From an optimization exercise on the open Yosys and OpenROAD flow, aimed at small area, a short achievable clock period and few clock cycles per item; shortcuts taken in it are not production practice. At most, simulation tests tie the RTL to the original design; equivalence was not proved. No activity file was given, so power comes from the tool's default toggle rates.

## north
## ams_frame_encoder
module ams_frame_encoder (
    input  wire        clk,
    input  wire        rst,
    input  wire        in_valid,
    output wire        in_ready,
    input  wire        in_clear,
    input  wire        in_stream,      
    input  wire [15:0] in_year,
    input  wire [7:0]  in_month,
    input  wire [7:0]  in_day,
    input  wire [7:0]  in_wday,
    input  wire [7:0]  in_hour,
    input  wire [7:0]  in_minute,
    input  wire [7:0]  in_second,
    input  wire [31:0] in_p,
    input  wire [31:0] in_po,
    input  wire [31:0] in_q,
    input  wire [31:0] in_qo,
    input  wire [31:0] in_i1,
    input  wire [31:0] in_i2,
    input  wire [31:0] in_i3,
    input  wire [15:0] in_u1,
    input  wire [15:0] in_u2,
    input  wire [15:0] in_u3,
    input  wire [31:0] in_tpi,
    input  wire [31:0] in_tpo,
    input  wire [31:0] in_tqi,
    input  wire [31:0] in_tqo,
    output wire        out_valid,
    input  wire        out_ready,
    output wire [7:0]  out_data,
    output wire        out_last
);
For scale: about 2300 cells after synthesis, ~480 I/O pins.
clock: 10.0 ns
lec_check: 0
cap_margin: 20
core_margin: 2
core_utilization: 60
cts_buf_list: sky130_fd_sc_hd__clkbuf_4 sky130_fd_sc_hd__clkbuf_8
setup_slack_margin: 5
slew_margin: 20
standard.sh (not shown) runs the stock make flow with config.mk's settings and CLKGATE_MAP_FILE= SYNTH_SCRIPT=/design/flow/synth_recipe.tcl, a recipe that flattens the netlist after the stock synthesis.
==> flow/flow/run.sh <==
#!/bin/bash
set -euo pipefail
export BUFFER_PORTS_ARGS="-buffer_cell sky130_fd_sc_hd__buf_1"
bash standard.sh finish > standard_flow.log 2>&1
north did not stop at any stage, and its layout met the timing, DRC and antenna checks.
Input-level comparison between south and north:
-- flow/config.mk --
<<< north, line 9
export CORE_MARGIN = 2
export CORE_UTILIZATION = 60
export CTS_BUF_LIST = sky130_fd_sc_hd__clkbuf_4 sky130_fd_sc_hd__clkbuf_8
export SETUP_SLACK_MARGIN = 5
>>> south, line 9
export CORE_MARGIN = 2
export CORE_UTILIZATION = 40
export SETUP_SLACK_MARGIN = 5
### Flow results
Per the final summary, south finished and its layout is clean on timing, DRC and antenna. More vias were needed by north than by south. Worst-case register-to-register setup slack up 20 ps in south wrt north. In the tables for south and north, slew at the pin closest to its max-slew limit reads higher with north. south against north; number of setup buffers added after CTS is down by more than 10%.
No run of this note included a check of the RTL's function; only the layout flow was run.

* * *

== job 3961 ==
ams_frame_encoder, a different RTL version from the one above (not shown whole).
Size: ~580 flip-flops, ~480 I/O pins, roughly 26,000 sq um of cells after synthesis.
Settings: LEC_CHECK=0, CAP_MARGIN=20, CORE_MARGIN=2, CORE_UTILIZATION=40, CTS_CLUSTER_DIAMETER=80, CTS_CLUSTER_SIZE=20, SLEW_MARGIN=20; clock period 10.0 ns.
==> flow/flow/run.sh <==
#!/bin/bash
set -euo pipefail
export BUFFER_PORTS_ARGS="-buffer_cell sky130_fd_sc_hd__buf_1"
export SETUP_SLACK_MARGIN=6.6
bash standard.sh finish > standard_flow.log 2>&1
Job 3961 | stages: all done | timing, DRC, antenna: all pass
Testbench counts of job 3961, summed over its fixed seeds: cycles 73,138, items 512.
> inputs changed (job 3961 -> job 5305)
# job 3961
export LEC_CHECK = 0
export CAP_MARGIN = 20
export CORE_MARGIN = 2
export CORE_UTILIZATION = 40
export CTS_CLUSTER_DIAMETER = 80
export CTS_CLUSTER_SIZE = 20
export SLEW_MARGIN = 20
create_clock -name core_clock -period 10.0 [get_ports {clk}]
# job 5305
export LEC_CHECK = 0
export CAP_MARGIN = 20
export CORE_MARGIN = 2
export CORE_UTILIZATION = 40
export SLEW_MARGIN = 20
create_clock -name core_clock -period 10.0 [get_ports {clk}]
--- a/flow/flow/run.sh
+++ b/flow/flow/run.sh
@@ -4 +4 @@
-export SETUP_SLACK_MARGIN=6.6
+export SETUP_SLACK_MARGIN=7
[summary]
Going from job 3961 to job 5305, net switching power figure moved up, number of logic stages on the critical path including buffering decreased by 7 relative to the old numbers. Job 3961 → job 5305: detailed-routed wire length on met2 went up by about 6%, final worst-path cycle share moved down.
Input-level comparison between job 6515 and job 5305:
--- a/flow/flow/run.sh
+++ b/flow/flow/run.sh
@@ -4 +4 @@
-export SETUP_SLACK_MARGIN=7
+export SETUP_SLACK_MARGIN=6.6
[summary]
From job 6515 to job 5305, y dimension of the die did not move at all.
Of job 6515 and job 5305, the run reporting the lower total power consumption of the routed design was job 5305.
Looking at the reports, job 6515 completed the entire flow and the layout it produced met the timing, DRC and antenna checks.
Reported for job 6515 and job 5305, accumulated negative setup slack turned out identical to the last digit.
Going from job 5305 to job 6515, total number of H-tree levels picked up an extra 1; final area now smaller; wire length on met2 shows a reduction of about 5%; fmax lost about 1.7%.
| fraction of standard cell area that is sequential | lower: job 5305 |
Comparing job 6515 and job 5305, the lower logic gate share of total power was measured on job 6515.
Compared with job 5305, in job 6515 via count moved down; met2 demand-to-capacity share in global routing fell by 2.3 points.
sky130_fd_sc_hd__edfxtp_1 as the highest-delay cell along the critical path was reported by job 5305, and sky130_fd_sc_hd__dfxtp_4 by job 6515.
What job 7452 does differently from job 6515 at the input level:
# job 6515
export LEC_CHECK = 0
export CAP_MARGIN = 20
export CORE_MARGIN = 2
export CORE_UTILIZATION = 40
export SLEW_MARGIN = 20
create_clock -name core_clock -period 10.0 [get_ports {clk}]
# job 7452
export LEC_CHECK = 0
export CAP_MARGIN = 20
export CORE_MARGIN = 2
export CORE_UTILIZATION = 40
export CTS_CLUSTER_DIAMETER = 80
export CTS_CLUSTER_SIZE = 20
export SLEW_MARGIN = 20
create_clock -name core_clock -period 10.0 [get_ports {clk}]
--- a/flow/flow/run.sh
+++ b/flow/flow/run.sh
@@ -4 +4 @@
-export SETUP_SLACK_MARGIN=6.6
+export SETUP_SLACK_MARGIN=6.8
Results
- In summary, job 7452 completed successfully, with a layout that passed the timing, DRC and antenna checks.
- Diff job 6515..job 7452 | reported max-cap violation count | unchanged
- sky130_fd_sc_hd__dfxtp_4 as the cell type of the slowest stage on the worst timing path was reported by job 6515, and sky130_fd_sc_hd__edfxtp_1 by job 7452.
- Comparing job 7452 with job 6515, the hold slack came out essentially unchanged.
- Job 7452: worst slack at placement is 0.14 ns higher than what job 6515 reported.
- Going from job 6515 to job 7452, post-layout instance count excluding filler cells shrank slightly.
- Diff job 6515 -> job 7452 | layout overhead on the synthesized area | decrease of 0.50 points
- Between job 6515 and job 7452, the detailed-route via count is lower for job 7452.
--- input diff job 7452..job 3187 ---
--- a/flow/flow/run.sh
+++ b/flow/flow/run.sh
@@ -4 +4 @@
-export SETUP_SLACK_MARGIN=6.8
+export SETUP_SLACK_MARGIN=7
==> notes.md <==
Compared with job 7452, job 3187 shows a lower share of final layout cell area taken by clock buffers and inverters. Going from job 7452 to job 3187, number of diodes added for antenna fixing increased by 2 relative to the old numbers, DRC violations left was more or less identical, design area saw an increase. Compared with job 7452, job 3187 shows a average detailed-routed wire length per instance that is about 3.4% higher. Compared with job 7452, power per cell area in job 3187 decreased by a few percent. Area growth from synthesis to final layout, job 3187 and job 7452: higher on job 3187. Compare job 3187 and job 7452 | count of clock-buffer cells in the layout lower: job 7452. Comparing job 3187 and job 7452, wire length is lower on job 7452.
The inputs of job 9426 differ from those of job 3187 as listed below.
--- a/flow/flow/run.sh
+++ b/flow/flow/run.sh
@@ -4 +4 @@
-export SETUP_SLACK_MARGIN=7
+export SETUP_SLACK_MARGIN=6.3
[summary]
Job 9426 went all the way through the flow, and no timing, DRC or antenna check failed.
Job 9426 vs. job 3187: sequential group share of total power increased 0.4 points, maximum number of pins on one net before global-route repair increased 56, via count decreased 1,044, layout-stage area growth over the synthesis result decreased 8.5 points.
Job 9426 reports its path type of the worst setup path as flip-flop to flip-flop while job 3187 reports flip-flop to output pin.
Taking job 3187 as the reference, in job 9426 static leakage went down about 8%; fraction of the cycle the final worst path needs went up 4.0 points; total of fill cells in the finished design went up 143; worst-case setup margin in the final layout went down 0.40 ns; first-pass iteration count of the detailed router went down 2.
Relative to job 3187, headroom to the max-slew limit has gone down in job 9426.
NOTE: total length of routed wires in job 9426 falls short of that of job 3187

==> port drivers added, routing unchanged <==
Ports are ideal in the flow. The routed layouts listed here were re-timed in OpenROAD. Step 1 (the two cells are an assumption about what drives the block):
set clk [get_ports {clk}]
set_driving_cell -lib_cell sky130_fd_sc_hd__clkbuf_16 $clk
set_driving_cell -lib_cell sky130_fd_sc_hd__buf_2 [delete_from_list [all_inputs] $clk]
Step 2 moves the port delays by t, midway between the first and last clock arrival at a register: inputs arrive t later, outputs are due t later. That takes back most of the time a late clock gives input paths. a / b / c = ideal ports / drivers / drivers and shift; a / b = the first two.
| run | t (ns) | setup slack, ns | worst hold slack (ns) | clock arrival spread, ns | cell pins on the clock port's net |
|---|---|---|---|---|---|
| north | 0.771 | 4.624 / 4.624 / 4.624 | 0.519 / 0.519 / 0.519 | 0.051 / 0.050 | 1 |
| south | 0.699 | 4.647 / 4.647 / 4.647 | 0.511 / 0.511 / 0.511 | 0.044 / 0.043 | 1 |
| job 3961 | 0.655 | 6.619 / 6.649 / 6.003 | 0.366 / 0.366 / 0.366 | 0.029 / 0.029 | 1 |
| job 5305 | 0.710 | 6.681 / 6.612 / 6.129 | 0.363 / 0.363 / 0.363 | 0.032 / 0.032 | 1 |
| job 6515 | 0.670 | 6.625 / 6.625 / 6.025 | 0.362 / 0.362 / 0.362 | 0.058 / 0.058 | 1 |
| job 7452 | 0.669 | 6.734 / 6.668 / 6.206 | 0.362 / 0.362 / 0.362 | 0.046 / 0.047 | 1 |
| job 3187 | 0.649 | 6.709 / 6.646 / 6.221 | 0.367 / 0.367 / 0.367 | 0.028 / 0.029 | 1 |
| job 9426 | 0.658 | 6.313 / 6.313 / 5.842 | 0.362 / 0.362 / 0.362 | 0.031 / 0.032 | 1 |
After both steps setup and hold are still met in every run listed. For job 3961, which loses most, drivers alone change the setup slack by +0.030 ns; drivers and shift together by -0.616 ns.
